This is an optimization exercise on Yosys and OpenROAD, whose aim is small area, not a production implementation. In this exercise RTL edits were held to simulation tests only and were not proved equivalent to the original. Power and IR drop assume default switching activity.

Design wr2_mfd, start of the top module:
module wr2_mfd #(
    parameter [63:0] P_SHORT_DELAY_US   = 64'd250,
    parameter [63:0] P_LONG_DELAY_US    = 64'd500,
    parameter [7:0]  P_HEADER_THRESHOLD = 8'd8,
    parameter [7:0]  P_SHORT_SIG        = 8'h45,
    parameter [7:0]  P_LONG_SIG         = 8'hA1,
    parameter [7:0]  P_CHK_MASK_SEED    = 8'h64,
    parameter [7:0]  P_CHK_ACC_SEED     = 8'h5E,
    parameter [7:0]  P_CHK_TAP          = 8'h18,
    parameter [7:0]  P_HUM_MAX          = 8'd100,
    parameter [7:0]  P_CRC_SEED         = 8'hC0,
    parameter [7:0]  P_CRC_POLY_REFL    = 8'h8C
) (
    input  wire        clk,
    input  wire        rst,
    input  wire        rx,
    input  wire [63:0] now_us,
    input  wire        bus_req,
    input  wire        bus_we,
    input  wire [5:0]  bus_addr,
    input  wire [2:0]  bus_size,
    input  wire [31:0] bus_wdata,
    output reg  [31:0] bus_rdata,
    output wire        bus_err,
    output wire        done
);
Size in the first run: roughly 2100 cells after synthesis, roughly 520 flip-flops, roughly 140 I/O pins.
Settings: LEC_CHECK=0, CAP_MARGIN=20, CORE_MARGIN=2, CORE_UTILIZATION=60, CTS_BUF_LIST=sky130_fd_sc_hd__clkbuf_4, CTS_CLUSTER_DIAMETER=45, CTS_CLUSTER_SIZE=7, PLACE_DENSITY=0.75, SLEW_MARGIN=20; clock period 20.0 ns.
standard.sh (not shown) runs the stock make flow with config.mk's settings and CLKGATE_MAP_FILE= SYNTH_SCRIPT=/design/flow/synth_recipe.tcl, a recipe that flattens the netlist after the stock synthesis.
==> flow/flow/run.sh <==
#!/bin/bash
set -uo pipefail
here=$(pwd)
mkdir -p "$here/scripts_abc"
for f in "$FLOW_HOME"/scripts/*; do ln -sf "$f" "$here/scripts_abc/"; done
rm -f "$here/scripts_abc/abc_speed.script"
cp "$here/flow/abc_map.script" "$here/scripts_abc/abc_speed.script"
export BUFFER_PORTS_ARGS="-buffer_cell sky130_fd_sc_hd__buf_1"
export CTS_ARGS="-sink_clustering_enable -repair_clock_nets -buf_list sky130_fd_sc_hd__clkbuf_4 -sink_clustering_size 7 -sink_clustering_max_diameter 45 -dont_use_dummy_load"
bash standard.sh SCRIPTS_DIR="$here/scripts_abc" finish > standard_flow.log 2>&1
==> flow/flow/abc_map.script <==
&get -n
&st
&syn2
&dch
&nf
&st
&syn2
&dch
&nf
&st
&syn2
&dch
&nf
&st
&syn2
&dch
&nf
&st
&syn2
&dch
&nf
&st
&dch
&nf
&put
Change:
--- a/flow/design.v
+++ b/flow/design.v
@@ -100,21 +100,22 @@
     wire [7:0] raw2 = sr[39:32];
     wire [7:0] raw3 = sr[31:24];
     wire [7:0] raw4 = sr[23:16];
     wire [7:0] raw5 = sr[15:8];
     wire [7:0] raw6 = sr[7:0];
     wire        is_short = (res_kind == RK_THERMO);
     wire        is_long  = (res_kind == RK_WEATHER);
     wire [11:0] temp_raw = {raw3[3:0], raw4};
     wire [15:0] temp_f10 = {4'd0, temp_raw} - 16'd400;
     wire [3:0]  channel  = {1'b0, raw3[6:4]} + 4'd1;
-    wire [31:0] res_seq    = (is_short || is_long) ? add32(cnt_s, cnt_l) : 32'd0;
+    wire [42:0] sh_sum;
+    wire [31:0] res_seq    = (is_short || is_long) ? sh_sum[31:0] : 32'd0;
     wire [31:0] res_short0 = is_short ? {4'd0, temp_raw, raw2, raw3[7], 3'd0, channel} : 32'd0;
     wire [31:0] res_short1 = is_short ? {raw6, raw5, temp_f10} : 32'd0;
     wire [31:0] res_long0  = is_long ? {sr[87:80], sr[95:88], sr[103:96], sr[111:104]} : 32'd0;
     wire [31:0] res_long1  = is_long ? {sr[55:48], sr[63:56], sr[71:64], sr[79:72]} : 32'd0;
     wire [31:0] res_long2  = is_long ? {sr[23:16], sr[31:24], sr[39:32], sr[47:40]} : 32'd0;
     wire [31:0] res_long3  = is_long ? {16'd0, sr[7:0], sr[15:8]} : 32'd0;
     wire [31:0] status_word  = {16'd0, 2'd0, misuse_cause, 3'd0, cmd_rej, 1'b0, res_kind, busy, state};
     wire [31:0] session_word = {21'd0, pol, acc_long, acc_short, 7'd0, cfg_valid};
     always @(*) begin
         bus_rdata = 32'd0;
@@ -202,21 +203,24 @@
     wire        rm_eq0 = &rm_s;
     wire        rm_eq1 = ~|(rm_s ^ {rm_a[31:0] | rm_b[31:0], 1'b0});
     wire        rm_wrap = ~|rm_a;
     wire        top_d0 = ref_c ? ch_eq1 : ch_eq0;
     wire        top_d1 = ref_c ? ch_eq2 : ch_eq1;
     wire        rh_eq0 = rm_eq0 & top_d0;                       
     wire        rh_eq1 = rm_eq1 & (rm_wrap ? top_d1 : top_d0);  
     wire [9:0]  rl_d = {rh_eq1, now_us[8:0]} - {1'b0, t_ref[8:0]};
     wire since_ref_250 = !(rh_eq0 || rh_eq1) || (rl_d >= 10'd250);
     wire since_ref_500 = !(rh_eq0 || rh_eq1) || (rl_d >= 10'd500);
-    wire [42:0] dl_s  = add42(t_call[41:0], dl_us);
+    wire        sh_dl = (state == ST_SEARCH);
+    assign sh_sum = add42(sh_dl ? t_call[41:0] : {10'd0, cnt_s},
+                          sh_dl ? dl_us : {10'd0, cnt_l});
+    wire [42:0] dl_s  = sh_sum;
     wire        dl_ge = ge42(now_us[41:0], dl_s[41:0]);
     wire dl_expired = !sdl_set || dl_past ||
                       (ch_eq0 ? (!dl_s[42] && dl_ge) : ch_eq1 ? (!dl_s[42] || dl_ge) : 1'b1);
     wire ref_far = !ch_eq0 && !ch_eq1;
     wire exp_next = (rx == exp_bit) ? ~exp_bit : exp_bit;
     wire bit_val  = exp_next ^ pol;
     wire [7:0] byte_new = {sr[6:0], bit_val};
     wire do_reset = rst || (cmd_wr && cmd_accept && op == OP_REINIT);
     wire short_ok = acc_short && raw1 == P_SHORT_SIG && chk == raw6 && raw5 <= P_HUM_MAX;
     wire long_ok  = (chk == sr[7:0]);
Result:
- core utilization rises by 0.77 points
- first-iteration DRC count goes up by about 20%
- die area decreases by about 2%
- synthesized area shrinks by 2.0%
- final cell count goes down by about 1.4%
- cell area shrinks by about 1.3%
- worst hold slack gets worse by 0.012 ns
- sequential share of layout area goes up by 0.63 points
- via count is higher by 2.4%
- register-to-register slack is worse by 0.36 ns
- sequential cell count is unchanged
- wire length went up by 8.0%
- global-route usage climbs by 2.8 points
- sequential power is higher by about 6%

## static timing again, ports no longer ideal
Ports are ideal in the flow. The routed layouts listed here were re-timed in OpenROAD. Step 1: set_driving_cell puts a clkbuf_16 on clk and a buf_2 on each other input, an assumption about the parent block. Step 2, shift: input delay + t, output delay - t, t = (earliest + latest rising clock arrival at the registers) / 2. This alone moves slack from input paths to output paths. Three values: ideal, step 1, step 2; two values: the first two.
| run | shift t [ns] | setup WS [ns] | hold WS [ns] |
|---|---|---|---|
| the first run | 0.884 | 1.881 / 1.877 / 1.881 | 0.396 / 0.396 / 0.396 |
| the second run | 0.859 | 0.462 / 0.408 / 1.267 | 0.384 / 0.384 / 0.384 |
After both steps setup and hold are still met in every run listed.
